This is an optimization exercise on Yosys and OpenROAD, whose aim is small area and few clock cycles, not a production implementation.
At most, simulation tests tie the RTL to the original design; equivalence was not proved.
Function not checked in run 2: the RTL went through the layout flow alone.
No driver is modelled on the clock port, so clocking that relies on it looks cheaper here than on a real chip.
Power and IR drop assume default switching activity.

==> design/flow/flow/abc_amap.abc <==
strash
&get -n
&fraig -x
&put
scorr
dc2
dc2
dc2
strash
&get -n
&deepsyn -T 30
&put
strash
dch -f
amap
topo
==> design/flow/flow/remap.tcl <==
# Re-map the combinational logic of the standard synthesis netlist for area.
# Flip-flops and tie cells are kept as they are (same instances, names and
# cell types); only the gates between them are re-optimised with ABC.
yosys -import
set lib $::env(REMAP_LIB)
set in  $::env(REMAP_IN)
set out $::env(REMAP_OUT)
set script $::env(REMAP_SCRIPT)
read_liberty -ignore_miss_func $lib
read_verilog $in
hierarchy -top spi_flash_seq
foreach m [list sky130_fd_sc_hd__edfxtp_1 sky130_fd_sc_hd__dfxtp_1 sky130_fd_sc_hd__dfrtp_1 sky130_fd_sc_hd__conb_1] {
  catch { setattr -mod -set keep_hierarchy 1 $m }
}
tee -o $::env(REMAP_STAT_IN) stat -liberty $lib
flatten
yosys rename -hide {w:*.*}
opt_clean
set du {}
foreach c $::env(REMAP_DONT_USE) { lappend du -dont_use $c }
select spi_flash_seq
abc -liberty $lib {*}$du -script $script
opt_clean -purge
hilomap -singleton -hicell sky130_fd_sc_hd__conb_1 HI -locell sky130_fd_sc_hd__conb_1 LO
insbuf -buf sky130_fd_sc_hd__buf_1 A X
splitnets
opt_clean -purge
yosys rename -enumerate -pattern remap_%_ {w:$*} {c:$*}
select -clear
tee -o $::env(REMAP_STAT_OUT) stat -liberty $lib
select spi_flash_seq
write_verilog -noattr -nohex -nodec -selected $out
==> design/flow/standard.sh <==
#!/bin/bash
# synth_recipe.tcl (not shown) runs the flow's synth.tcl, then flattens the netlist and writes it again
# the make line also repeats each setting of config.mk as NAME=value (left out here)
make -C /OpenROAD-flow-scripts/flow DESIGN_CONFIG=/design/flow/config.mk WORK_HOME=/design/flow/orfs CLKGATE_MAP_FILE= SYNTH_SCRIPT=/design/flow/synth_recipe.tcl "${@:-finish}"
==> design/flow/flow/abc_amap2.abc <==
strash
&get -n
&fraig -x
&put
scorr
dc2
dc2
dc2
strash
&get -n
&deepsyn -T 20 -S 0
&put
strash
dch -f
amap -F 3 -A 8
topo
strash
dch -f
amap -F 3 -A 8
topo
==> design/flow/constraint.sdc <==
create_clock -name core_clock -period 10.0 [get_ports {clk}]
set_input_delay 2.0000 -clock core_clock [delete_from_list [all_inputs] [get_ports {clk}]]
set_output_delay 2.0000 -clock core_clock [all_outputs]
set_load 0.01 [all_outputs]
==> design/flow/config.mk <==
export PLATFORM = sky130hd
export DESIGN_NAME = spi_flash_seq
export DESIGN_NICKNAME = spi_flash_seq
export VERILOG_FILES = /design/flow/design.v
export SDC_FILE = /design/flow/constraint.sdc
export NUM_CORES = 4
export LEC_CHECK = 0
export CAP_MARGIN = 20
export CORE_MARGIN = 2
export CORE_UTILIZATION = 55
export SLEW_MARGIN = 20
==> design/flow/flow/clkcheck.tcl <==
# Largest clock-pin slew of the flip-flops after CTS (placement parasitics).
set pf $::env(FLOW_HOME)/platforms/sky130hd
read_liberty $pf/lib/sky130_fd_sc_hd__tt_025C_1v80.lib
read_db $::env(CLKCHECK_ODB)
read_sdc $::env(CLKCHECK_SDC)
source $pf/setRC.tcl
set_propagated_clock [all_clocks]
estimate_parasitics -placement
set ms 0
foreach p [get_pins -of_objects [all_registers] -filter "name==CLK"] {
  set s [get_property $p slew_max]
  if {$s > $ms} { set ms $s }
}
puts "CLKSLEW $ms"
==> design/flow/flow/run.sh <==
#!/bin/bash
# Layout flow: the standard flow (standard.sh) with three changes.
#  1. Between synthesis and floorplan, the combinational gates of the
#     standard synthesis netlist are re-mapped by ABC with area-oriented
#     scripts (each flip-flop instance, its name and cell type are kept;
#     the smallest result is used).
#  2. Ports are buffered with sky130_fd_sc_hd__buf_1 instead of the default.
#  3. Clock tree synthesis without dummy loads, with clkbuf_8 buffers; if
#     the flip-flop clock-pin slew after CTS comes out over 115 ps, CTS is
#     run again with clkbuf_16 buffers.
# Each tool's output goes to a log_*.txt file in this folder.
set -euo pipefail
R=orfs/results/sky130hd/spi_flash_seq/base
LOGS=orfs/logs/sky130hd/spi_flash_seq/base
YOSYS=$(command -v yosys || echo $FLOW_HOME/../tools/install/yosys/bin/yosys)
OPENROAD=$(command -v openroad || echo $FLOW_HOME/../tools/install/OpenROAD/bin/openroad)

export BUFFER_PORTS_ARGS="-buffer_cell sky130_fd_sc_hd__buf_1"
CTS_BASE="-sink_clustering_enable -repair_clock_nets -dont_use_dummy_load"
export CTS_ARGS="$CTS_BASE -buf_list sky130_fd_sc_hd__clkbuf_8"

# 1. standard synthesis
bash standard.sh synth > log_1_standard_synth.txt 2>&1

# 2. area re-mapping of the combinational logic
cp $R/1_2_yosys.v $R/1_2_yosys_standard.v
export REMAP_LIB=$FLOW_HOME/platforms/sky130hd/lib/sky130_fd_sc_hd__tt_025C_1v80.lib
export REMAP_IN=$R/1_2_yosys_standard.v
export REMAP_DONT_USE="$(grep -o -- '-dont_use [A-Za-z0-9_]*' $LOGS/1_2_yosys.log | awk '{print $2}' | sort -u | tr '\n' ' ')"
best=""; best_area=""
for s in flow/abc_*.abc; do
  n=$(basename $s .abc)
  REMAP_SCRIPT=$PWD/$s REMAP_OUT=$PWD/remap_$n.v REMAP_STAT_IN=$PWD/remap_${n}_stat_in.txt \
    REMAP_STAT_OUT=$PWD/remap_${n}_stat_out.txt $YOSYS -c flow/remap.tcl > log_2_remap_$n.txt 2>&1 &
done
wait
for s in flow/abc_*.abc; do
  n=$(basename $s .abc)
  a=$(grep -m1 "Chip area for module '.spi_flash_seq'" remap_${n}_stat_out.txt 2>/dev/null | awk '{print $NF}') || true
  [[ -n "$a" && -s remap_$n.v ]] || continue
  if [[ -z "$best" ]] || awk -v a=$a -v b=$best_area 'BEGIN{exit !(a<b)}'; then best=$n; best_area=$a; fi
done
echo "remap: using $best ($best_area um2)" > log_2_remap_choice.txt
if [[ -n "$best" ]]; then cp remap_$best.v $R/1_2_yosys.v; fi
rm -f $R/1_synth.odb $R/1_synth.sdc

# 3. floorplan, placement and CTS
bash standard.sh cts > log_3_standard_cts.txt 2>&1
slew=$(CLKCHECK_ODB=$R/4_cts.odb CLKCHECK_SDC=$R/4_cts.sdc $OPENROAD -no_init -exit flow/clkcheck.tcl 2>&1 | tee log_3_clkcheck.txt | awk '/^CLKSLEW/ {print $2}')
echo "clock slew after CTS with clkbuf_8: $slew" > log_3_clkcheck_choice.txt
if [[ -z "$slew" ]] || awk -v s=$slew 'BEGIN{exit !(s>0.115)}'; then
  echo "redo CTS with clkbuf_16" >> log_3_clkcheck_choice.txt
  bash standard.sh clean_cts > log_3_clean_cts.txt 2>&1
  export CTS_ARGS="$CTS_BASE -buf_list sky130_fd_sc_hd__clkbuf_16"
  bash standard.sh cts > log_3_standard_cts2.txt 2>&1
fi

# 4. the rest of the standard flow
bash standard.sh finish > log_4_standard_finish.txt 2>&1
==> design/flow/design.v <==
module spi_flash_seq (
    input  wire        clk,
    input  wire        rst,
    input  wire        req_valid,
    output wire        req_ready,
    input  wire [2:0]  req_op,
    input  wire [23:0] req_addr,
    input  wire [15:0] req_len,
    input  wire [15:0] req_rd_len,
    input  wire [7:0]  req_dummy,
    input  wire [15:0] req_page_size,
    output wire [15:0] pl_addr,
    input  wire [7:0]  pl_data,
    output wire        out_valid,
    output wire [7:0]  out_data,
    output wire        resp_valid,
    output wire [3:0]  resp_code,
    output wire        tx_valid,
    output wire [7:0]  tx_data,
    output wire        tx_last,
    input  wire        tx_ready,
    input  wire        wr_done,
    input  wire        wr_err,
    input  wire [31:0] wr_count,
    output wire        rx_req,
    output wire [15:0] rx_max,
    input  wire        rx_valid,
    input  wire [7:0]  rx_data,
    input  wire        rx_last,
    input  wire        rx_err
);
    localparam [3:0] S_IDLE = 4'd0, S_DISP = 4'd1, S_SCAN = 4'd2, S_ADV = 4'd3,
                     S_RESP = 4'd4, S_HDR = 4'd5, S_PRE = 4'd6, S_PL = 4'd7,
                     S_PAD = 4'd8, S_ACK = 4'd9, S_RXREQ = 4'd10, S_RX = 4'd11;
    localparam [1:0] K_SETREG = 2'd0, K_RDDATA = 2'd1, K_RDREG = 2'd2;
    localparam [1:0] T_MAIN = 2'd0, T_WREN = 2'd1, T_POLL = 2'd2, T_WRDI = 2'd3;
    reg [3:0]  st;
    reg [1:0]  pk;
    reg [1:0]  tk;
    reg [2:0]  op;
    reg [23:0] A;       
    reg [15:0] L;       
    reg [15:0] PS;      
    reg [15:0] S;       
    reg [15:0] P;       
    reg [5:0]  C;       
    reg [3:0]  code;
    reg        eq, sbad;
    reg        last;    
    wire main    = (tk == T_MAIN);
    wire scope   = op[2] & ~(op[1] & op[0]);           
    wire is_rst  = main & (op == 3'd0);
    wire is_id   = main & (op == 3'd1);
    wire is_uid  = main & (op == 3'd2);
    wire is_rdc  = main & (op == 3'd3);
    wire is_tr   = main & (op == 3'd7);
    wire is_body = main & scope;
    wire is_poll = (tk == T_POLL);
    wire [16:0] ldiff = {1'b0, L} - {1'b0, PS};
    wire        last_n = ldiff[16] | (ldiff[15:0] == 16'd0);
    wire [15:0] M     = last ? L : PS;                          
    wire [15:0] PL    = (main & op[2]) ? M : 16'd0;             
    wire        pre4  = is_rdc | is_body;
    wire        pre0  = is_rst | is_tr;
    wire [1:0]  xlo   = PL[1:0] + {1'b0, ~pre0 & ~pre4};
    wire [1:0]  pad   = 2'd0 - xlo;
    wire [14:0] q4    = {1'b0, PL[15:2]} + {14'd0, |PL[1:0]};
    wire [14:0] nq    = q4 + (pre0 ? 15'd10 : 15'd11);          
    wire [16:0] N     = {nq, 2'b00};
    wire [7:0]  dm    = is_tr ? A[7:0] : is_uid ? 8'd4 : is_rdc ? 8'd1 : 8'd0;
    wire        tr_rd = (A[23:8] != 16'd0);
    wire        has_rd = is_id | is_uid | is_rdc | is_poll | (is_tr & tr_rd);
    wire [8:0]  R9    = is_tr ? A[16:8] : is_id ? 9'd3 : is_uid ? 9'd16 :
                        is_rdc ? M[8:0] : 9'd1;
    wire [9:0]  n     = {R9 == 9'd0, R9};
    wire [8:0]  rdc   = has_rd ? (R9 - 9'd1) : 9'd0;
    wire        x0    = pre0 & (PL == 16'd0);
    wire        dle   = (dm[7:2] == 6'd0) & (dm[1:0] <= pad);
    wire [3:0]  mode  = is_rst ? 4'h7 : ~has_rd ? 4'h1 : x0 ? 4'h2 : dle ? 4'h3 : 4'h5;
    wire        m5    = ~is_rst & has_rd & ~x0 & ~dle;
    wire        m3    = ~is_rst & has_rd & ~x0 & dle;
    wire [1:0]  add2  = m3 ? dm[1:0] : m5 ? pad : 2'd0;
    wire [8:0]  wrc   = (is_rst | (has_rd & x0)) ? 9'd0 :
                        (PL[8:0] + (pre4 ? 9'd3 : pre0 ? 9'h1FF : 9'd0) + {7'd0, add2});
    wire [1:0]  dmy   = m5 ? (dm[1:0] - 2'd1 - pad) : 2'd0;
    wire [7:0] opc = is_id  ? 8'h9F : is_uid ? 8'h4B : is_rdc ? 8'h0B :
                     is_body ? ((op == 3'd4) ? 8'hD8 : 8'h02) :
                     (tk == T_WREN) ? 8'h06 : is_poll ? 8'h05 : 8'h04;
    wire setreg = (pk == K_SETREG);
    reg [7:0] hdr;
    always @(*) begin
        case (C)
            6'd0:  hdr = {6'd0, ~pk[1] & pk[0], pk[1]};
            6'd2:  hdr = 8'h02;
            6'd4:  hdr = setreg ? N[7:0] : 8'h00;
            6'd5:  hdr = setreg ? N[15:8] : 8'h00;
            6'd6:  hdr = {7'd0, setreg & N[16]};
            6'd8:  hdr = {5'd0, is_rst, is_rst, is_rst};
            6'd12: hdr = 8'h80;
            6'd13: hdr = 8'h07;
            6'd14: hdr = 8'h02;
            6'd16: hdr = rdc[7:0];
            6'd17: hdr = {wrc[3:0], 1'b0, dmy, rdc[8]};
            6'd18: hdr = {3'd0, wrc[8:4]};
            6'd19: hdr = {4'd0, mode};
            6'd33: hdr = 8'h40;
            6'd34: hdr = 8'h40;
            6'd48: hdr = opc;
            6'd49: hdr = pre4 ? A[23:16] : 8'hFF;
            6'd50: hdr = pre4 ? A[15:8] : 8'hFF;
            6'd51: hdr = pre4 ? A[7:0] : 8'hFF;
            default: hdr = 8'h00;
        endcase
    end
    reg [7:0] preb;
    always @(*) begin
        if (!pre4)
            preb = (C[1:0] == 2'd0) ? opc : 8'hFF;
        else case (C[1:0])
            2'd0: preb = opc;
            2'd1: preb = A[23:16];
            2'd2: preb = A[15:8];
            default: preb = A[7:0];
        endcase
    end
    wire [15:0] Pinc    = P + 16'd1;
    wire        pl_end  = (Pinc == PL);
    wire        pl_none = (PL == 16'd0);
    wire        hdr_end = setreg ? (C == 6'd47) : (C == 6'd7);
    wire        hdr_last = hdr_end & (~setreg | x0);
    wire        c3      = (C[1:0] == 2'd3);
    assign tx_valid = (st == S_HDR) | (st == S_PRE) | (st == S_PL) | (st == S_PAD);
    assign tx_data  = (st == S_PL) ? pl_data : (st == S_PAD) ? 8'hFF : hdr;
    assign tx_last  = ((st == S_HDR) & hdr_last) | ((st == S_PRE) & c3 & pl_none) |
                      ((st == S_PL) & c3 & pl_end) | ((st == S_PAD) & c3);
    wire        cin   = (st == S_ADV);
    wire [15:0] Ssum  = S + P + {15'd0, cin};
    assign pl_addr = Ssum;
    wire [24:0] asum  = {1'b0, A} + {9'd0, (st == S_DISP) ? L : PS};
    wire        range_bad = asum[24] & (asum[23:0] != 24'd0);
    wire        rdreg  = pk[1];
    wire [9:0]  expct  = (pk == K_RDDATA) ? n : 10'd40;
    wire        wr_ok  = setreg ? (wr_count == {15'd0, N} + 32'd8) : (wr_count == 32'd8);
    wire        pay    = C[3];
    wire [3:0]  lencode = (pk == K_RDDATA) ? 4'd5 : 4'd6;
    reg  [3:0]  rxcode;
    always @(*) begin
        if (!C[3] && C[2:0] != 3'd7)
            rxcode = 4'd1;
        else if (!C[3])
            rxcode = ((rx_data != 8'd0) | (P != 16'hFFFF)) ? 4'd2 : lencode;
        else if (P != 16'hFFFE)
            rxcode = 4'd2;
        else if (!eq)
            rxcode = lencode;
        else if (rdreg & sbad)
            rxcode = 4'd4;
        else
            rxcode = 4'd0;
    end
    wire [7:0] sent = P[1] ? 8'h00 : 8'h40;
    wire       spos = (P[15:4] == 12'hFFE & P[3:0] == 4'hF) | (P[15:2] == 14'h3FFC & P[1:0] != 2'd3);
    assign rx_req    = (st == S_RXREQ);
    assign rx_max    = (pk == K_RDDATA) ? ({6'd0, n} + 16'd8) : 16'd48;
    wire   emit      = main & ((~op[2] & (op[1] | op[0])) | (op == 3'd7));
    assign out_valid = (st == S_RX) & rx_valid & ~rx_err & pay & (pk == K_RDDATA) & emit;
    assign out_data  = rx_data;
    assign resp_valid = (st == S_RESP);
    assign resp_code  = code;
    assign req_ready  = (st == S_IDLE);
    reg        tend;
    reg [3:0]  tcode;
    reg  [3:0] code_n;
    always @(posedge clk)
        last <= last_n;
    always @(posedge clk) begin
        if (rst) begin
            st <= S_IDLE;
        end else begin
            tend  = 1'b0;
            tcode = 4'd0;
            case (st)
                S_IDLE: begin
                    if (req_valid) begin
                        op   <= req_op;
                        A    <= (req_op == 3'd7) ? {req_rd_len, req_dummy} : req_addr;
                        L    <= (req_op == 3'd4) ? 16'd0 : req_len;
                        PS   <= (req_op == 3'd3) ? 16'd80 : (req_op == 3'd6) ? req_page_size : 16'hFFFF;
                        S    <= 16'd0;
                        P    <= 16'd0;
                        code <= 4'd0;
                        tk   <= (req_op == 3'd4 || req_op == 3'd5) ? T_WREN : T_MAIN;
                        st   <= S_DISP;
                    end
                end
                S_DISP: begin
                    pk <= K_SETREG;
                    C  <= 6'd0;
                    st <= S_HDR;
                    case (op)
                        3'd3: begin
                            if (range_bad) begin
                                code <= 4'd9;
                                st   <= S_RESP;
                            end else if (L == 16'd0)
                                st <= S_RESP;
                        end
                        3'd6: begin
                            if (PS == 16'd0 || range_bad) begin
                                code <= 4'd9;
                                st   <= S_RESP;
                            end else if (L == 16'd0)
                                st <= S_RESP;
                            else
                                st <= S_SCAN;
                        end
                        3'd7: begin
                            if (L == 16'd0 && !tr_rd)
                                st <= S_RESP;
                        end
                        default: ;
                    endcase
                end
                S_SCAN: begin
                    if (pl_data != 8'hFF) begin
                        tk <= T_WREN;
                        pk <= K_SETREG;
                        C  <= 6'd0;
                        st <= S_HDR;
                    end else if (pl_end) begin
                        st <= S_ADV;
                    end else begin
                        P <= Pinc;
                    end
                end
                S_ADV: begin
                    if (last) begin
                        st <= S_RESP;
                    end else begin
                        A  <= asum[23:0];
                        L  <= ldiff[15:0];
                        S  <= Ssum;
                        P  <= 16'd0;
                        tk <= T_MAIN;
                        st <= S_DISP;
                    end
                end
                S_RESP: st <= S_IDLE;
                S_HDR: begin
                    if (setreg) P <= 16'd0;
                    if (tx_ready) begin
                        C <= C + 6'd1;
                        if (hdr_last)
                            st <= S_ACK;
                        else if (hdr_end)
                            st <= pre0 ? S_PL : S_PRE;
                    end
                end
                S_PRE: begin
                    if (tx_ready) begin
                        C <= C + 6'd1;
                        if (c3)
                            st <= pl_none ? S_ACK : S_PL;
                    end
                end
                S_PL: begin
                    if (tx_ready) begin
                        C <= C + 6'd1;
                        P <= Pinc;
                        if (pl_end)
                            st <= c3 ? S_ACK : S_PAD;
                    end
                end
                S_PAD: begin
                    if (tx_ready) begin
                        C <= C + 6'd1;
                        if (c3)
                            st <= S_ACK;
                    end
                end
                S_ACK: begin
                    if (setreg) begin
                        S <= Ssum;
                        P <= 16'd0;
                    end
                    if (wr_done) begin
                        C <= 6'd0;
                        if (wr_err) begin
                            tend  = 1'b1;
                            tcode = 4'd7;
                        end else if (!wr_ok) begin
                            tend  = 1'b1;
                            tcode = 4'd3;
                        end else if (setreg) begin
                            if (is_rst)
                                tend = 1'b1;
                            else begin
                                pk <= has_rd ? K_RDDATA : K_RDREG;
                                st <= S_HDR;
                            end
                        end else
                            st <= S_RXREQ;
                    end
                end
                S_RXREQ: begin
                    C    <= 6'd0;
                    sbad <= 1'b0;
                    st   <= S_RX;
                end
                S_RX: begin
                    if (rx_valid) begin
                        if (rx_err) begin
                            tend  = 1'b1;
                            tcode = 4'd7;
                        end else begin
                            if (!pay)
                                C <= C + 6'd1;
                            case (C[2:0])
                                3'd4: if (!pay) P[7:0] <= ~rx_data;
                                3'd5: if (!pay) begin
                                    P[15:8] <= ~rx_data;
                                    eq <= ({rx_data, ~P[7:0]} == {6'd0, expct});
                                end
                                3'd6, 3'd7: if (!pay && rx_data != 8'd0) P <= 16'd0;
                                default: ;
                            endcase
                            if (pay) begin
                                P <= Pinc;
                                if (spos && rx_data != sent)
                                    sbad <= 1'b1;
                            end
                            if (rx_last) begin
                                if (rxcode != 4'd0 || rdreg) begin
                                    tend  = 1'b1;
                                    tcode = rxcode;
                                end else begin
                                    pk <= {1'b1, rx_data[0]};
                                    C  <= 6'd0;
                                    st <= S_HDR;
                                end
                            end
                        end
                    end
                end
                default: st <= S_IDLE;
            endcase
            code_n = (code == 4'd0) ? tcode : code;
            if (tend) begin
                code <= code_n;
                pk   <= K_SETREG;
                C    <= 6'd0;
                st   <= S_HDR;
                case (tk)
                    T_WREN: begin
                        if (tcode != 4'd0) st <= S_RESP;
                        else tk <= T_MAIN;
                    end
                    T_POLL: begin
                        if (tcode != 4'd0)
                            st <= (code_n != 4'd0 || op != 3'd6) ? S_RESP : S_ADV;
                        else if (!pk[0])
                            tk <= T_WRDI;
                    end
                    T_WRDI: begin
                        st <= (code_n != 4'd0 || op != 3'd6) ? S_RESP : S_ADV;
                    end
                    default: begin
                        if (scope)
                            tk <= T_POLL;
                        else if (op == 3'd3 && tcode == 4'd0)
                            st <= S_ADV;
                        else
                            st <= S_RESP;
                    end
                endcase
            end
        end
    end
endmodule
==> design/flow/flow/abc_amapm2.abc <==
strash
&get -n
&fraig -x
&put
scorr
dc2
dc2
dc2
strash
&get -n
&deepsyn -T 20 -S 0
&put
strash
dch -f
amap -m -F 3 -A 8
topo
strash
dch -f
amap -m -F 3 -A 8
topo
==> design/flow/flow/abc_deep40.abc <==
strash
&get -n
&fraig -x
&put
scorr
dc2
dc2
dc2
strash
&get -n
&deepsyn -T 40 -S 0
&put
strash
dch -f
amap -F 3 -A 8
topo
strash
dch -f
amap -F 3 -A 8
topo
==> summary.txt, run 1 <==
- Postcts setup bufs: 0
- Clock buffer count from CTS: 9
- Worst setup path class: reg -> reg
- Leading cell type in the layout, fill and taps excluded: nor2_1
- Layout fillers: ~1600
- Die area: 0.0187 mm2
- Highest Clock Rate: ~0.11 GHz
- CP Max Fanout: 18
- Max-Slew Margin vs Limit: 0.357
- Max-capacitance violation count: 0
- Antenna violations before repair: 0
- Final period utilization: 0.870
- CP max stage delay: 760 ps
- Fin crit period: 8700 ps
- Layout cells sized above 1: 0.0171
- Leak Pwr: approximately 3.3 nW
- Initial Utilization: 0.562
- Final Hold Viols: 0
- Crit path top cell by count: nor2_1
- Diodes inserted: 0
- GPL Wtd Cong: between 1 and 1.5
- Cell Rows: 48
- Final TNS setup: 0 ps
- Final HPWL DP: 30400 um
- Clock Sinks: 112
- CP arrival: 8960 ps
- Largest net degree at the start of global routing: 31
- Area delta synth->final: 12.6%
- Mapped Area: about 0.0097 mm2
- FF+latch area: 0.00331 mm2
- Worst reg-to-reg path cell count: 42
- Detail Route Antenna Nets: 0
- Post-route cell area: 0.0109 mm2
- Post-CTS sizing: 0
- Vias per std cell: 6.57
- Peak VDD IR: 0.110 mV
- Routed WL per cell: 20.7 um
- Worst Skew: between 30 and 40 ps
- Most frequent cells in the layout: 239 x nor2_1, 215 x clkinv_1, 191 x buf_1
- Boundary Pins: between 150 and 200
- Global Route Usage Sum: 0.398
- Area of the multi-input gates: 0.00559 mm2
- Global-route wire length before repair: 57200 um
- Clock power frac: 0.104
- H-tree Lvls: 3
- CTS tree: done
- 1st-iter DRT viols: about 1400
- Vias in the first global route: 10700
- Crit path required time: approximately 10000 ps
- CP max-delay cell: dfxtp_1
- R2r setup slk: 1300 ps
- Critical path startpoint category: flop
- Hold Crit Class: reg -> reg
- Post-Synthesis Cells: 1373
- Clock root buffer: clkbuf_8
- Pre-Repair DR Iteration Count: 7
- Sequential share of power: 0.346
- Hold-fix buffers, CTS: 0
- Pint: 1.08 mW
- NumNets Final: ~1700
- DRC: 0
- Unrepaired setup endpoints after global routing: false
- DIE WIDTH: roughly 140 um
- Clock Latency Late Sink: 400 ps
- Sw power: 1.09 mW
- Worst-Margin Slew: 955 ps
- Power Dens Cells: 198 mW/mm2
- Max Slew Vio Count: 0
- Net Sw Frac: 0.502
- I/O Buffers: approximately 190
- Logic pwr share: 0.549
- Die Height: 137 um
- Setup-failing EPs final: 0
- Mean Syn Cell Area: roughly 7.1 um2
- Yosys warns: 1
- Clock slew at reported path FFs: 100 ps
- Status: finished clean
- Core area: 0.0173 mm2
- GRT overflow: 0
- Vias: 11800
- Worst Hold Depth: 1
- Worst Setup End Kind: flop
- CTS Buffer Depth: 2
- Detailed Route WL: 37400 um
- Placed cell areas: about 0.011 mm2
metrics by stage:
| stage | utilization | total power [mW] | worst slack (ps) | cells | hold WS (ps) |
|---|---|---|---|---|---|
| 3_5_place_dp | 0.625 | 1.90 | 1550 | 1793 | 593 |
| 6_report | 0.632 | 2.17 | 1300 | 1802 | 599 |
| 2_1_floorplan | - | 1.50 | 2460 | 1378 | 523 |
| 3_3_place_gp | 0.624 | 1.88 | 1760 | 1792 | 566 |
| 4_1_cts | 0.632 | 2.12 | 1500 | 1802 | 603 |
| 5_1_grt | 0.632 | 2.30 | 136 | 1802 | 636 |
registers in the layout, summed over array words and instances, names as in the netlist:
register / cells
eq: 1
st: 4
sbad: 1
S: 16
C: 6
op: 3
A: 24
last: 1
L: 16
pk: 2
code: 4
PS: 16
tk: 2
P: 16
cell type report:
type,instances,area share
multi-input cells,1037,0.511
flip-flops and latches,112,0.303
repair buffers,204,0.0756
inverters,215,0.0738
well taps,225,0.0257
clock buffers,9,0.0113
path summary, 6_finish.rpt:
kind	to	start
worst min register to register	last$_DFF_P_	L[15]$_DFFE_PP_
worst min-delay path	last$_DFF_P_	L[15]$_DFFE_PP_
worst max register to register	st[0]$_SDFFE_PP0P_	last$_DFF_P_
worst max-delay path	st[0]$_SDFFE_PP0P_	last$_DFF_P_
critical path: cells and delay by family, from the launching register on:
| kind | cells | cell delay (ps) |
|---|---|---|
| AND/OR/NAND/NOR | 21 | 3320 |
| AO/OA/AOI/OAI | 12 | 2750 |
| buffers and inverters | 9 | 1750 |
| flip-flops | 1 | 760 |
routing by layer:
layer / GRT usage / vias to the layer above / routed length [um]
met5: 0 / - / 0
met4: 0.205 / 0 / 1880
met2: 0.639 / 845 / 17000
met1: 0.519 / 5358 / 14200
met3: 0.0659 / 117 / 4290
li1: - / 5523 / -
power by group through the flow:
stage,clock network (mW),registers (mW),logic [mW]
global placement,0,0.754,1.13
floorplan,0,0.717,0.785
CTS,0.225,0.745,1.15
global route,0.239,0.762,1.30
finish,0.226,0.750,1.19
detailed placement,0,0.756,1.15
Testbench counts, summed over its fixed seeds: cycles 1,078,149.
==> run 2, diff against run 1 <==
--- a/design/flow/design.v
+++ b/design/flow/design.v
@@ -128,8 +128,10 @@
     wire        pl_none = (PL == 16'd0);
-    wire        hdr_end = setreg ? (C == 6'd47) : (C == 6'd7);
-    wire        hdr_last = hdr_end & (~setreg | x0);
+    wire        c47     = (C == 6'd47);
+    wire        c51     = (C == 6'd51);
+    wire        hdr_last = setreg ? ((c47 & x0) | (c51 & pl_none)) : (C == 6'd7);
+    wire        hdr_pl   = setreg & ((c47 & pre0 & ~x0) | (c51 & ~pl_none));
     wire        c3      = (C[1:0] == 2'd3);
-    assign tx_valid = (st == S_HDR) | (st == S_PRE) | (st == S_PL) | (st == S_PAD);
+    assign tx_valid = (st == S_HDR) | (st == S_PL) | (st == S_PAD);
     assign tx_data  = (st == S_PL) ? pl_data : (st == S_PAD) ? 8'hFF : hdr;
-    assign tx_last  = ((st == S_HDR) & hdr_last) | ((st == S_PRE) & c3 & pl_none) |
+    assign tx_last  = ((st == S_HDR) & hdr_last) |
                       ((st == S_PL) & c3 & pl_end) | ((st == S_PAD) & c3);
@@ -254,11 +256,4 @@
                             st <= S_ACK;
-                        else if (hdr_end)
-                            st <= pre0 ? S_PL : S_PRE;
-                    end
-                end
-                S_PRE: begin
-                    if (tx_ready) begin
-                        C <= C + 6'd1;
-                        if (c3)
-                            st <= pl_none ? S_ACK : S_PL;
+                        else if (hdr_pl)
+                            st <= S_PL;
                     end
==> run 2 against run 1 <==
Net effect: clock power grew 39%; core utilization increased by 0.49 points; power shrank 8.2%; die area decreased by 0.31%; clock-buffer cell count unchanged; fmax increased by 2.2%; sequential share of layout area shrank 0.13 points; routed wire length grew 0.85%.
==> summary.txt, run 2 <==
- Status: finished clean (unchanged)
- Largest net degree at the start of global routing: 41 (was 31)
- Layout cells sized above 1: 0.0152 (was 0.0171)
- GPL Wtd Cong: 1.04 (was 1.02)
- Clock slew at reported path FFs: 70 ps (was 100 ps)
- Hold slack: 550 ps (was 599 ps)
- Final TNS setup: 0 ps (unchanged)
- Dpl ws: 1830 ps (was 1550 ps)
- NumNets Final: 1720 (was 1719)
- Worst Hold Launch: st[3]$_SDFFE_PP0P_ (was L[15]$_DFFE_PP_)
- Area delta synth->final: 13.5% (was 12.6%)
- Max-Slew Margin vs Limit: 0.339 (was 0.357)
- Die area: 0.0187 mm2 (about the same)
- GRT overflow: 0 (unchanged)
- H-tree Lvls: 3 (unchanged)
- Vias: 11900 (was 11800)
- Reg with most FFs: A (unchanged)
- Reg-to-reg startpoint: st[2]$_SDFFE_PP0P_ (was last$_DFF_P_)
- Critical path startpoint category: flop (unchanged)
- Final Hold Viols: 0 (unchanged)
- Max Slew Vio Count: 0 (unchanged)
- CP max stage delay: 680 ps (was 760 ps)
- Global Route Usage Sum: 0.394 (was 0.398)
- Detail Route Antenna Nets: 0 (unchanged)
- CP arrival: 8510 ps (was 8960 ps)
- Boundary Pins: 198 (unchanged)
- Clock buffer count from CTS: 9 (unchanged)
- Initial Utilization: 0.562 (about the same)
- DRC: 0 (unchanged)
- Vias per std cell: 6.62 (was 6.57)
- Finished Core Util: 0.637 (was 0.632)
- CP Max Fanout: 20 (was 18)
- Die Height: 137 um (about the same)
- Antenna violations before repair: 0 (unchanged)
- Setup-failing EPs final: 0 (unchanged)
- Clock root buffer: clkbuf_16 (was clkbuf_8)
- Post-Synthesis Cells: 1376 (was 1373)
- Leading cell type in the layout, fill and taps excluded: nor2_1 (unchanged)
- Leak Pwr: 3.44 nW (was 3.30 nW)
- Worst-Margin Slew: 983 ps (was 955 ps)
- Highest Clock Rate: 0.117 GHz (was 0.115 GHz)
- I/O Buffers: 191 (unchanged)
- Worst setup startpoint: st[2]$_SDFFE_PP0P_ (was last$_DFF_P_)
- Final worst slack: 1490 ps (was 1300 ps)
- Unrepaired setup endpoints after global routing: false (unchanged)
- Fin crit period: 8510 ps (was 8700 ps)
- CP max-delay cell: o32ai_1 (was dfxtp_1)
- Pwr Total: 1.99 mW (was 2.17 mW)
- Vias in the first global route: 10700 (about the same)
- Core area: 0.0172 mm2 (was 0.0173 mm2)
- Mapped Area: 0.00968 mm2 (was 0.00971 mm2)
- Final period utilization: 0.851 (was 0.870)
- Hold-fix buffers, CTS: 0 (unchanged)
- Worst Setup End Kind: flop (unchanged)
- Crit path required time: 10000 ps (was 10260 ps)
- Clock Latency Late Sink: 360 ps (was 400 ps)
- Power Dens Cells: 181 mW/mm2 (was 198 mW/mm2)
- Peak VDD IR: 0.115 mV (was 0.110 mV)
- CTS tree: done (unchanged)
- Pre-Repair DR Iteration Count: 8 (was 7)
- Worst Skew: 23.5 ps (was 31.1 ps)
- Cell family with most CP delay: simple AND/OR/NAND/NOR gates (unchanged)
- Worst setup path class: reg -> reg (unchanged)
- Crit path top cell by count: nor2_1 (unchanged)
- Global-route wire length before repair: 56600 um (was 57200 um)
- Clock Sinks: 112 (unchanged)
- Most frequent cells in the layout: 270 x nor2_1, 219 x clkinv_1, 191 x buf_1 (was 239 x nor2_1, 215 x clkinv_1, 191 x buf_1)
- Diodes inserted: 0 (unchanged)
- DIE WIDTH: 137 um (about the same)
- 1st-iter DRT viols: 1573 (was 1401)
- Hold Crit Class: reg -> reg (unchanged)
- Mean Syn Cell Area: 7.04 um2 (was 7.08 um2)
- Detailed Route WL: 37700 um (was 37400 um)
- Yosys warns: 1 (unchanged)
- Cell Rows: 48 (unchanged)
- Max reg flops: 24 (unchanged)
- Routed WL per cell: 20.9 um (was 20.7 um)
- Post-CTS sizing: 0 (unchanged)
- Bufs and invs on worst path: 6 (was 9)
- Postcts setup bufs: 0 (unchanged)
- Max-capacitance violation count: 0 (unchanged)
- Final HPWL DP: 30300 um (was 30400 um)
- CTS Buffer Depth: 2 (unchanged)
-- run 2: final timing paths --
check,end,cells past startpoint,slack (ps)
setup / recovery,code[0]$_DFFE_PP_,47,1490
hold / removal,st[3]$_SDFFE_PP0P_,2,550
setup reg to reg,code[0]$_DFFE_PP_,47,1490
hold reg to reg,st[3]$_SDFFE_PP0P_,2,550
-- run 2: worst reg2reg max path: cells and delay by family (launching register included) --
kind	cells	cell delay (ps)
and+or+nand+nor	28	3420
AOI/OAI and AO/OA	13	2970
buffers and inverters	6	1420
DFF	1	350
-- run 2: cell type report --
type / count / area, um2
well taps: 225 / 282
inverters: 219 / 822
repair buffers: 202 / 812
fillers: 1554 / 6250
clock buffers: 9 / 225
multi-input cells: 1036 / 5530
flip-flops and latches: 112 / 3310
-- run 2: power breakdown --
group	internal [mW]	leakage, nW	total [mW]	switching (mW)
logic	0.296	2.29	0.973	0.677
registers	0.609	1.03	0.702	0.0924
clock network	0.160	0.111	0.314	0.154
total	1.06	3.44	1.99	0.924
-- run 2: metal layers --
layer | wire (um) | track usage | vias up
li1 | - | - | 5507
met1 | 14600 | 0.506 | 5402
met2 | 17300 | 0.657 | 892
met3 | 3910 | 0.0541 | 139
met4 | 1920 | 0.186 | 0
met5 | 0 | 0 | -
-- run 2: through the flow --
stage	instance area, um2	std cells
after CTS	11000	1802
after floorplan	9700	1381
final	11000	1803
after global placement	10700	1793
after global routing	11000	1803
after detailed placement	10700	1793
==> run 3, diff against run 2 <==
--- a/design/flow/design.v
+++ b/design/flow/design.v
@@ -32,3 +32,3 @@
     localparam [3:0] S_IDLE = 4'd0, S_DISP = 4'd1, S_SCAN = 4'd2, S_ADV = 4'd3,
-                     S_RESP = 4'd4, S_HDR = 4'd5, S_PRE = 4'd6, S_PL = 4'd7,
+                     S_RESP = 4'd4, S_HDR = 4'd5, S_PL = 4'd7,
                      S_PAD = 4'd8, S_ACK = 4'd9, S_RXREQ = 4'd10, S_RX = 4'd11;
@@ -113,13 +113,2 @@
         endcase
-    end
-    reg [7:0] preb;
-    always @(*) begin
-        if (!pre4)
-            preb = (C[1:0] == 2'd0) ? opc : 8'hFF;
-        else case (C[1:0])
-            2'd0: preb = opc;
-            2'd1: preb = A[23:16];
-            2'd2: preb = A[15:8];
-            default: preb = A[7:0];
-        endcase
     end
--- a/design/flow/flow/run.sh
+++ b/design/flow/flow/run.sh
@@ -7,5 +7,7 @@
 #  2. Ports are buffered with sky130_fd_sc_hd__buf_1 instead of the default.
-#  3. Clock tree synthesis without dummy loads, with clkbuf_8 buffers; if
-#     the flip-flop clock-pin slew after CTS comes out over 115 ps, CTS is
-#     run again with clkbuf_16 buffers.
+#  3. Clock tree synthesis without dummy loads, with clkbuf_8 buffers; a
+#     clock buffer whose loads see a slew over 100 ps after CTS is upsized to
+#     clkbuf_16 (flow/leafsize.tcl, run as ORFS's POST_CTS_TCL hook). If the
+#     flip-flop clock-pin slew still comes out over 115 ps, CTS is run again
+#     with clkbuf_16 buffers only.
 # Each tool's output goes to a log_*.txt file in this folder.
@@ -47,3 +49,5 @@
 # 3. floorplan, placement and CTS
+export POST_CTS_TCL=$PWD/flow/leafsize.tcl
 bash standard.sh cts > log_3_standard_cts.txt 2>&1
+unset POST_CTS_TCL
 slew=$(CLKCHECK_ODB=$R/4_cts.odb CLKCHECK_SDC=$R/4_cts.sdc $OPENROAD -no_init -exit flow/clkcheck.tcl 2>&1 | tee log_3_clkcheck.txt | awk '/^CLKSLEW/ {print $2}')
==> design/flow/flow/leafsize.tcl (new file) <==
# Upsize clock buffers whose flip-flop clock pins see a slew over the limit
# below (placement parasitics), then legalise the placement again.
set leaf_limit 0.100
set_propagated_clock [all_clocks]
estimate_parasitics -placement
set changed 0
foreach inst [get_cells clkbuf_*] {
  set worst 0
  foreach out [get_pins -of_objects $inst -filter "direction==output"] {
    foreach p [get_pins -of_objects [get_nets -of_objects $out] -filter "direction==input"] {
      set s [get_property $p slew_max]
      if {$s > $worst} { set worst $s }
    }
  }
  if {$worst > $leaf_limit && [get_property $inst ref_name] eq "sky130_fd_sc_hd__clkbuf_8"} {
    puts "leafsize: [get_property $inst name] worst slew $worst -> clkbuf_16"
    replace_cell $inst [lindex [get_lib_cells */sky130_fd_sc_hd__clkbuf_16] 0]
    incr changed
  }
}
puts "leafsize: $changed clock buffers upsized"
if {$changed > 0} {
  estimate_parasitics -placement
  detailed_placement
  check_placement
}
==> run 3 against run 2 <==
Net effect: critical path depth down 22; hold slack better by 27 ps; global-route usage down 0.46 points; synthesized area down 0.36%.
==> summary.txt, run 3 <==
- Crit path required time: 8000 ps (was 10000 ps)
- Layout cells sized above 1: 0.0135 (was 0.0152)
- CP max stage delay: 810 ps (was 680 ps)
- Global-route wire length before repair: 55300 um (was 56600 um)
- I/O Buffers: 191 (unchanged)
- Die area: 0.0186 mm2 (was 0.0187 mm2)
- Mean Syn Cell Area: 7.09 um2 (was 7.04 um2)
- Most frequent cells in the layout: 245 x nor2_1, 220 x clkinv_1, 191 x buf_1 (was 270 x nor2_1, 219 x clkinv_1, 191 x buf_1)
- Cell family with most CP delay: simple AND/OR/NAND/NOR gates (unchanged)
- Max-Slew Margin vs Limit: 0.262 (was 0.339)
- Worst Setup End Kind: output pin (was flop)
- Hold slack: 577 ps (was 550 ps)
- Global Route Usage Sum: 0.390 (was 0.394)
- Critical path startpoint category: flop (unchanged)
- Status: finished clean (unchanged)
- Max reg flops: 24 (unchanged)
- Detailed Route WL: 36400 um (was 37700 um)
- Peak VDD IR: 0.105 mV (was 0.115 mV)
- Diodes inserted: 0 (unchanged)
- Placed Cells: 1775 (was 1793)
- Vias per std cell: 6.55 (was 6.62)
- GRT overflow: 0 (unchanged)
- GPL Wtd Cong: 1.03 (was 1.04)
- Detail Route Antenna Nets: 0 (unchanged)
- NumNets Final: 1702 (was 1720)
- Core area: 0.0172 mm2 (unchanged)
- Clock Sinks: 112 (unchanged)
- DRC: 0 (unchanged)
- DIE WIDTH: 136 um (was 137 um)
- Bufs and invs on worst path: 6 (unchanged)
- Routed WL per cell: 20.4 um (was 20.9 um)
- Max-capacitance violation count: 0 (unchanged)
- Setup-failing EPs final: 0 (unchanged)
- Mapped Area: 0.00965 mm2 (was 0.00968 mm2)
- Worst Hold Launch: st[3]$_SDFFE_PP0P_ (unchanged)
- Vias: 11700 (was 11900)
- Leak Pwr: 3.25 nW (was 3.44 nW)
- Vias in the first global route: 10200 (was 10700)
- Final Hold Viols: 0 (unchanged)
- CP Max Fanout: 18 (was 20)
- CP max-delay cell: dfxtp_1 (was o32ai_1)
- Yosys warns: 1 (unchanged)
- Area delta synth->final: 12.7% (was 13.5%)
- Largest net degree at the start of global routing: 41 (unchanged)
- Max Slew Vio Count: 0 (unchanged)
- Reg with most FFs: A (unchanged)
- Final period utilization: 0.841 (was 0.851)
- 1st-iter DRT viols: 1356 (was 1573)
- Antenna violations before repair: 0 (unchanged)
- Initial Utilization: 0.560 (was 0.562)
- Final TNS setup: 0 ps (unchanged)
- Final std cells w/o fill: 1785 (was 1803)
- Crit path top cell by count: nor2_1 (unchanged)
- Worst Skew: 19.7 ps (was 23.5 ps)
- Boundary Pins: 198 (unchanged)
- Post-Synthesis Cells: 1361 (was 1376)
- Hold Crit Class: reg -> reg (unchanged)
- Worst setup path class: reg -> out (was reg -> reg)
- Clock Latency Late Sink: 350 ps (was 360 ps)
- Unrepaired setup endpoints after global routing: false (unchanged)
- Die Height: 136 um (was 137 um)
- Cell Rows: 48 (unchanged)
- Fin crit period: 8410 ps (was 8510 ps)
- Worst-Margin Slew: 1100 ps (was 983 ps)
- Worst setup startpoint: last$_DFF_P_ (was st[2]$_SDFFE_PP0P_)
- Leading cell type in the layout, fill and taps excluded: nor2_1 (unchanged)
- Pre-Repair DR Iteration Count: 9 (was 8)
- Clock slew at reported path FFs: 90 ps (was 70 ps)
- Highest Clock Rate: 0.119 GHz (was 0.117 GHz)
- CTS tree: done (unchanged)
- Reg-to-reg startpoint: last$_DFF_P_ (was st[2]$_SDFFE_PP0P_)
- Final HPWL DP: 29400 um (was 30300 um)
- Power Dens Cells: 194 mW/mm2 (was 181 mW/mm2)
- CP arrival: 6410 ps (was 8510 ps)
run 3: metrics by stage:
| step | instance area (um2) | setup WS (ps) | power, mW | util |
|---|---|---|---|---|
| after floorplan | 9670 | 2640 | 1.45 | - |
| after global placement | 10700 | 2350 | 1.79 | 0.620 |
| after detailed placement | 10700 | 2010 | 1.80 | 0.620 |
| after global routing | 10900 | 1120 | 2.24 | 0.631 |
| final | 10900 | 1590 | 2.11 | 0.631 |
run 3: final timing paths:
| path | slack [ps] | cells after the start | endpoint |
|---|---|---|---|
| setup / recovery | 1590 | 25 | tx_data[0] |
| hold / removal | 580 | 2 | st[3]$_SDFFE_PP0P_ |
| setup reg to reg | 1630 | 37 | st[2]$_SDFFE_PP0P_ |
| hold reg to reg | 580 | 2 | st[3]$_SDFFE_PP0P_ |
run 3: routing by layer:
metal	vias up	wire [um]	GRT usage
li1	5467	-	-
met1	5266	14200	0.513
met2	820	16500	0.636
met3	131	3890	0.0563
met4	0	1800	0.178
met5	-	0	0
run 3: worst reg2reg max path: cells and delay by family, from the launching register on:
family / cells / cell delay [ps]
and+or+nand+nor: 21 / 3710
buffers and inverters: 7 / 1570
AOI/OAI and AO/OA: 9 / 2140
DFF: 1 / 810
run 3: power by group:
part / total (mW) / switching (mW) / internal, mW
Combinational: 1.11 / 0.775 / 0.335
Clock: 0.268 / 0.151 / 0.117
Sequential: 0.735 / 0.110 / 0.625
Total: 2.11 / 1.04 / 1.08
run 3: cell type report:
| type | instances | area (um2) |
|---|---|---|
| Sequential cell | 112 | 3310 |
| Timing Repair Buffer | 199 | 790 |
| Fill cell | 1598 | 6360 |
| Clock buffer | 9 | 169 |
| Inverter | 220 | 826 |
| Tap cell | 225 | 282 |
| Multi-Input combinational cell | 1020 | 5490 |
Testbench counts of run 3, summed over its fixed seeds: cycles 1,078,149.

==> separate check: timing with driven ports <==
The flow's constraints put no driver on any port. The routed layouts listed below were extracted and timed again, unchanged, in two steps.
Step 1: set_driving_cell puts a clkbuf_16 on clk and a buf_2 on each other input, an assumption about the parent block.
Step 2 also shifts input and output timing later by t, the mid clock arrival at the registers, as if the neighbouring blocks saw the same clock.
Three values: no drivers, after step 1, after step 2; two values: the first two.
run | t (ns) | setup WS [ns] | latest minus earliest clock arrival (ns) | worst slew at a driven data input, ns | cell pins on the clock port's net
run 1 | 0.426 | 1.297 / 1.297 / 1.297 | 0.031 / 0.031 | 0.06 | 1
run 2 | 0.391 | 1.485 / 1.485 / 1.485 | 0.024 / 0.024 | 0.04 | 1
run 3 | 0.386 | 1.590 / 1.544 / 1.626 | 0.019 / 0.020 | 0.05 | 1
After both steps every run listed still meets setup and hold.
